Source: an optimization exercise on an open RTL-to-GDS flow (aim: small area, a short achievable clock period and few clock cycles). Production flows keep margins and buffers that such runs may drop. RTL that was checked went through simulation tests only; none was proved equivalent to the original. Power and IR drop assume default switching activity.

==> flow/design.v <==
module iommu_ptw (
    input  wire        clk,
    input  wire        rst,             
    input  wire        req_valid,
    output wire        req_ready,
    input  wire [63:0] req_iova,
    input  wire [63:0] req_gatp,
    input  wire [63:0] req_satp,
    input  wire        req_stage1,      
    input  wire [1:0]  req_access,      
    output wire        mem_req_valid,
    input  wire        mem_req_ready,
    output wire [63:0] mem_req_addr,
    output wire        mem_req_size,    
    input  wire        mem_rsp_valid,
    input  wire [63:0] mem_rsp_data,
    input  wire        mem_rsp_err,
    output reg         rsp_valid,
    output wire        rsp_fault,
    output wire [11:0] rsp_cause,
    output wire [63:0] rsp_phys,
    output wire [63:0] rsp_pa,
    output wire [63:0] rsp_mask,
    output wire [1:0]  rsp_perm         
);
    localparam [3:0] MODE_BARE = 4'd0;
    localparam [3:0] MODE_SV32 = 4'd1;
    localparam [3:0] MODE_SV39 = 4'd8;
    localparam [3:0] MODE_SV48 = 4'd9;
    localparam [3:0] MODE_SV57 = 4'd10;
    reg         rdy;         
    reg         rd;          
    reg         s2s;         
    reg         sp;          
    reg         mreq;        
    reg  [63:0] vn;          
    wire [63:0] va = ~vn;
    reg         g_bare, g_32, g_39, g_48, g_57;    
    reg  [43:0] gppn;
    reg  [1:0]  acc;
    reg         s1pass;      
    reg  [1:0]  perm1;       
    reg  [4:0]  lv;          
    reg         pte8;
    reg  [56:2] addr;
    reg         l_r, l_w;    
    reg         o1, o2, o3, o4, o32;    
    reg         r_ok;        
    reg         r_bare;      
    reg         r_phn;       
    reg         r_fault;     
    reg  [1:0]  r_perm;
    reg         c8, c4, c3, c2, c1, c0;    
    assign req_ready     = rdy;
    assign mem_req_valid = mreq;
    assign mem_req_addr  = {7'd0, addr, 2'b00};
    assign mem_req_size  = pte8;
    assign rsp_fault     = r_fault;
    assign rsp_cause     = {3'd0, c8, 3'd0, c4, c3, c2, c1, c0};
    assign rsp_pa        = ~(vn | {64{r_fault}});
    assign rsp_phys      = ~(vn | {64{r_phn}});
    assign rsp_mask      = {{52{r_bare}}, {12{r_ok}}};
    assign rsp_perm      = r_perm;
    wire [3:0]  s_mode  = req_satp[63:60];
    wire        s_bare  = (s_mode == MODE_BARE);
    wire        s_32    = (s_mode == MODE_SV32);
    wire        s_39    = (s_mode == MODE_SV39);
    wire        s_48    = (s_mode == MODE_SV48);
    wire        s_57    = (s_mode == MODE_SV57);
    wire        s_ok    = s_32 | s_39 | s_48 | s_57;
    wire        s_wbad  = (|req_iova[63:57]) |
                          ((s_32 | s_39 | s_48) & (|req_iova[56:48])) |
                          ((s_32 | s_39) & (|req_iova[47:39])) |
                          (s_32 & (|req_iova[38:32]));
    wire [11:2] s_idx   = !s_mode[3] ? req_iova[31:22] :
                          s_mode[1]  ? {req_iova[56:48], 1'b0} :
                          s_mode[0]  ? {req_iova[47:39], 1'b0} :
                                       {req_iova[38:30], 1'b0};
    wire [4:0]  s_lv    = {s_57, s_48, s_39, s_32, 1'b0};
    wire        g_ok    = g_32 | g_39 | g_48 | g_57;
    wire        g_wbad  = (|va[63:59]) |
                          ((g_32 | g_39 | g_48) & (|va[58:50])) |
                          ((g_32 | g_39) & (|va[49:41])) |
                          (g_32 & (|va[40:34]));
    wire [13:2] g_off   = ({12{g_32}} & va[33:22]) | ({12{g_39}} & {va[40:30], 1'b0}) |
                          ({12{g_48}} & {va[49:39], 1'b0}) | ({12{g_57}} & {va[58:48], 1'b0});
    wire [2:0]  g_lo    = {1'b0, gppn[1:0]} + {1'b0, g_off[13:12]};
    wire [42:0] g_inc   = {1'b0, gppn[43:2]} + 43'd1;
    wire [44:0] g_hi    = {g_lo[2] ? g_inc : {1'b0, gppn[43:2]}, g_lo[1:0]};
    wire [4:0]  g_lv    = {g_57, g_48, g_39, g_32, 1'b0};
    wire [11:2] n_idx   = !pte8 ? va[21:12] :
                          {({9{lv[1]}} & va[20:12]) | ({9{lv[2]}} & va[29:21]) |
                           ({9{lv[3]}} & va[38:30]) | ({9{lv[4]}} & va[47:39]), 1'b0};
    wire         ge2     = lv[2] | lv[3] | lv[4];
    wire         ge3     = lv[3] | lv[4];
    wire [55:12] offm    = pte8 ? {8'd0, {9{lv[4]}}, {9{ge3}}, {9{ge2}}, {9{!lv[0]}}}
                                : {34'd0, {10{!lv[0]}}};
    wire [55:12] p_ppn   = pte8 ? mem_rsp_data[53:10] : {22'd0, mem_rsp_data[31:10]};
    wire         p_V     = mem_rsp_data[0];
    wire         p_R     = mem_rsp_data[1];
    wire         p_W     = mem_rsp_data[2];
    wire         p_X     = mem_rsp_data[3];
    wire         p_ptr   = !p_R && !p_W && !p_X;
    wire         p_live  = !mem_rsp_err && p_V;
    wire         p_next  = p_live && p_ptr && !lv[0];
    wire         p_leaf0 = p_live && !p_ptr && lv[0];      
    wire         p_sp    = p_live && !p_ptr && !lv[0];     
    wire         p_inv   = !p_V || p_ptr || (!p_R && p_W);  
    wire         p_fr    = acc[0] && !p_R;
    wire         p_fw    = acc[1] && !p_W;
    wire         p_ok    = p_leaf0 && !(!p_R && p_W) && !p_fr && !p_fw;
    wire         q_mis   = pte8 ? (o1 || (ge2 && o2) || (ge3 && o3) || (lv[4] && o4)) : o32;
    wire         q_inv   = (!l_r && l_w) || q_mis;
    wire         q_fr    = acc[0] && !l_r;
    wire         q_fw    = acc[1] && !l_w;
    wire         q_ok    = !q_inv && !q_fr && !q_fw;
    wire         rsp_in  = rd && !mreq && mem_rsp_valid;
    wire         go2     = s1pass && !g_bare;    
    wire         e_acc   = req_stage1 && (s_bare || !s_ok || s_wbad);
    wire         e_s2s   = g_bare || !g_ok || g_wbad;
    wire         e_sp    = !(q_ok && go2);
    wire         e_rsp   = !p_next && !p_sp && !(p_ok && go2);
    reg          n_ok, n_bare, n_phn;
    reg  [1:0]   n_perm;
    reg  [5:0]   n_cause;                        
    always @(*) begin
        if (rdy) begin
            n_ok    = s_bare;
            n_bare  = s_bare;
            n_phn   = 1'b1;
            n_perm  = {2{s_bare}};
            n_cause = s_bare ? 6'd0 : !s_ok ? 6'b100011 : 6'b100000;    
        end else if (s2s) begin
            n_ok    = g_bare;
            n_bare  = g_bare;
            n_phn   = g_bare;
            n_perm  = g_bare ? perm1 : 2'b00;
            n_cause = g_bare ? 6'd0 : !g_ok ? 6'b100011 : 6'b100000;
        end else if (sp) begin
            n_ok    = q_ok;
            n_bare  = 1'b0;
            n_phn   = q_ok || s1pass;
            n_perm  = q_ok ? ({l_w, l_r} & perm1) : 2'b00;
            n_cause = q_inv ? 6'b101010 :                                
                      q_fr  ? (s1pass ? 6'b010101 : 6'b001101) :         
                      q_fw  ? (s1pass ? 6'b010111 : 6'b001111) :         
                      6'd0;
        end else begin
            n_ok    = p_ok;
            n_bare  = 1'b0;
            n_phn   = p_ok || s1pass;
            n_perm  = p_ok ? ({p_W, p_R} & perm1) : 2'b00;
            n_cause = mem_rsp_err ? 6'b101001 :                          
                      p_inv ? 6'b101010 :                                
                      p_fr  ? (s1pass ? 6'b010101 : 6'b001101) :
                      p_fw  ? (s1pass ? 6'b010111 : 6'b001111) :
                      6'd0;
        end
    end
    always @(posedge clk) begin
        r_ok    <= n_ok;
        r_fault <= !n_ok;
        r_bare  <= n_bare;
        r_phn   <= n_phn;
        r_perm  <= n_perm;
        {c8, c4, c3, c2, c1, c0} <= n_cause;
        l_r     <= p_R;
        l_w     <= p_W;
        o1      <= |mem_rsp_data[18:10];
        o2      <= |mem_rsp_data[27:19];
        o3      <= |mem_rsp_data[36:28];
        o4      <= |mem_rsp_data[45:37];
        o32     <= |mem_rsp_data[19:10];
        if (rdy) begin
            vn    <= ~req_iova;
            g_bare <= (req_gatp[63:60] == MODE_BARE);
            g_32   <= (req_gatp[63:60] == MODE_SV32);
            g_39   <= (req_gatp[63:60] == MODE_SV39);
            g_48   <= (req_gatp[63:60] == MODE_SV48);
            g_57   <= (req_gatp[63:60] == MODE_SV57);
            gppn  <= req_gatp[43:0];
            acc   <= req_access;
            perm1 <= 2'b11;
            addr  <= {1'b0, req_satp[43:0], s_idx};
            lv    <= s_lv;
            pte8  <= !s_32;
            s1pass <= req_stage1;
        end else if (s2s) begin
            addr  <= {g_hi, g_off[11:2]};
            lv    <= g_lv;
            pte8  <= !g_32;
        end else if (sp) begin
            if (q_ok) begin
                vn    <= ~{8'd0, addr[55:12] | (va[55:12] & offm), va[11:0]};
                perm1 <= {l_w, l_r} & perm1;
                if (go2)
                    s1pass <= 1'b0;
            end
        end else if (rd && !mreq) begin
            addr  <= {1'b0, p_ppn, n_idx};
            if (mem_rsp_valid) begin
                if (p_next)
                    lv <= {1'b0, lv[4:1]};
                if (p_ok || (s1pass && p_leaf0)) begin
                    vn    <= ~{8'd0, p_ppn, va[11:0]};
                    perm1 <= {p_W, p_R} & perm1;
                end
                if (p_ok && go2)
                    s1pass <= 1'b0;
            end
        end
        if (rst) begin
            rdy       <= 1'b1;
            rd        <= 1'b0;
            s2s       <= 1'b0;
            sp        <= 1'b0;
            mreq      <= 1'b0;
            rsp_valid <= 1'b0;
        end else begin
            rsp_valid <= 1'b0;
            if (mreq && mem_req_ready)
                mreq <= 1'b0;
            if (rdy && req_valid) begin
                rsp_valid <= e_acc;
                rdy  <= e_acc;
                s2s  <= !req_stage1;
                rd   <= !e_acc && req_stage1;
                mreq <= !e_acc && req_stage1;
            end
            if (s2s) begin
                s2s  <= 1'b0;
                rsp_valid <= e_s2s;
                rdy  <= e_s2s;
                rd   <= !e_s2s;
                mreq <= !e_s2s;
            end
            if (sp) begin
                sp   <= 1'b0;
                rsp_valid <= e_sp;
                rdy  <= e_sp;
                s2s  <= !e_sp;
            end
            if (rsp_in) begin
                rsp_valid <= e_rsp;
                rdy  <= e_rsp;
                mreq <= p_next;
                rd   <= p_next;
                sp   <= p_sp;
                s2s  <= !p_next && !p_sp && p_ok && go2;
            end
        end
    end
endmodule
==> flow/config.mk <==
export PLATFORM = sky130hd
export DESIGN_NAME = iommu_ptw
export DESIGN_NICKNAME = iommu_ptw
export VERILOG_FILES = /design/flow/design.v
export SDC_FILE = /design/flow/constraint.sdc
export NUM_CORES = 4
export LEC_CHECK = 0
export CAP_MARGIN = 20
export CORE_MARGIN = 2
export CORE_UTILIZATION = 40
export SLEW_MARGIN = 20
==> flow/constraint.sdc <==
create_clock -name core_clock -period 10.0 [get_ports {clk}]
set_input_delay 2.0000 -clock core_clock [delete_from_list [all_inputs] [get_ports {clk}]]
set_output_delay 2.0000 -clock core_clock [all_outputs]
set_load 0.01 [all_outputs]
standard.sh (not shown) runs the stock make flow with config.mk's settings and CLKGATE_MAP_FILE= SYNTH_SCRIPT=/design/flow/synth_recipe.tcl, a recipe that flattens the netlist after the stock synthesis.
==> flow/flow/run.sh <==
#!/bin/bash
set -euo pipefail
bash standard.sh \
  "BUFFER_PORTS_ARGS=-buffer_cell sky130_fd_sc_hd__buf_1" \
  "SETUP_SLACK_MARGIN=6.6" \
  finish > flow_make.log 2>&1
Rerun with:
--- a/flow/design.v
+++ b/flow/design.v
@@ -45,5 +45,4 @@
     reg  [56:2] addr;
     reg         l_r, l_w;    
-    reg         o1, o2, o3, o4, o32;    
     reg         r_ok;        
     reg         r_bare;      
@@ -73,8 +72,11 @@
                           ((s_32 | s_39) & (|req_iova[47:39])) |
                           (s_32 & (|req_iova[38:32]));
-    wire [11:2] s_idx   = !s_mode[3] ? req_iova[31:22] :
-                          s_mode[1]  ? {req_iova[56:48], 1'b0} :
-                          s_mode[0]  ? {req_iova[47:39], 1'b0} :
-                                       {req_iova[38:30], 1'b0};
+    reg  [11:2] s_idx;
+    always @(*) begin
+        s_idx = {req_iova[38:30], 1'b0};
+        if (s_32) s_idx = req_iova[31:22];
+        if (s_48) s_idx = {req_iova[47:39], 1'b0};
+        if (s_57) s_idx = {req_iova[56:48], 1'b0};
+    end
     wire [4:0]  s_lv    = {s_57, s_48, s_39, s_32, 1'b0};
     wire        g_ok    = g_32 | g_39 | g_48 | g_57;
@@ -110,5 +112,5 @@
     wire         p_fw    = acc[1] && !p_W;
     wire         p_ok    = p_leaf0 && !(!p_R && p_W) && !p_fr && !p_fw;
-    wire         q_mis   = pte8 ? (o1 || (ge2 && o2) || (ge3 && o3) || (lv[4] && o4)) : o32;
+    wire         q_mis   = |(addr[55:12] & offm);
     wire         q_inv   = (!l_r && l_w) || q_mis;
     wire         q_fr    = acc[0] && !l_r;
@@ -167,9 +169,4 @@
         l_r     <= p_R;
         l_w     <= p_W;
-        o1      <= |mem_rsp_data[18:10];
-        o2      <= |mem_rsp_data[27:19];
-        o3      <= |mem_rsp_data[36:28];
-        o4      <= |mem_rsp_data[45:37];
-        o32     <= |mem_rsp_data[19:10];
         if (rdy) begin
             vn    <= ~req_iova;
=>
- The changed run finished clean
- setup slack is better by 21 ps
- utilization decreases by 1.1 points
- first-iteration DRC count decreases by 2.8%
- final cell count decreases by 1.4%
- register-to-register slack barely changes
- cell area decreases by 2.8%
- routed wire length decreases by 3.4%
- clock skew decreases by 3.4 ps
- global-route usage is about the same
- sequential cell count decreases by 5
- critical path depth increases by 5
- power decreases by 4.4%
Testbench counts after the change, summed over its fixed seeds: cycles 47,891.
The RTL of the first run of this note was laid out without a check of its function.

-- separate check: timing with driven ports --
Ports are ideal in the flow. The routed layouts listed here were re-timed in OpenROAD.
Step 1 assumes that a clkbuf_16 drives the clock port and a buf_2 every other input.
Step 2 moves the port delays by t, midway between the first and last clock arrival at a register: inputs arrive t later, outputs are due t later. That takes back most of the time a late clock gives input paths.
a / b / c = ideal ports / drivers / drivers and shift; a / b = the first two.
run	shift t [ns]	setup WS [ns]	hold WS [ns]	pins driven straight from the clock port
the first run	0.577	6.582 / 6.533 / 6.085	0.458 / 0.458 / 0.458	1
the second run	0.506	6.603 / 6.557 / 6.068	0.488 / 0.488 / 0.488	1
After both steps setup and hold are still met in every run listed. The setup slack of the second run, which loses most, moves by -0.046 ns with the drivers and by -0.535 ns with both steps.
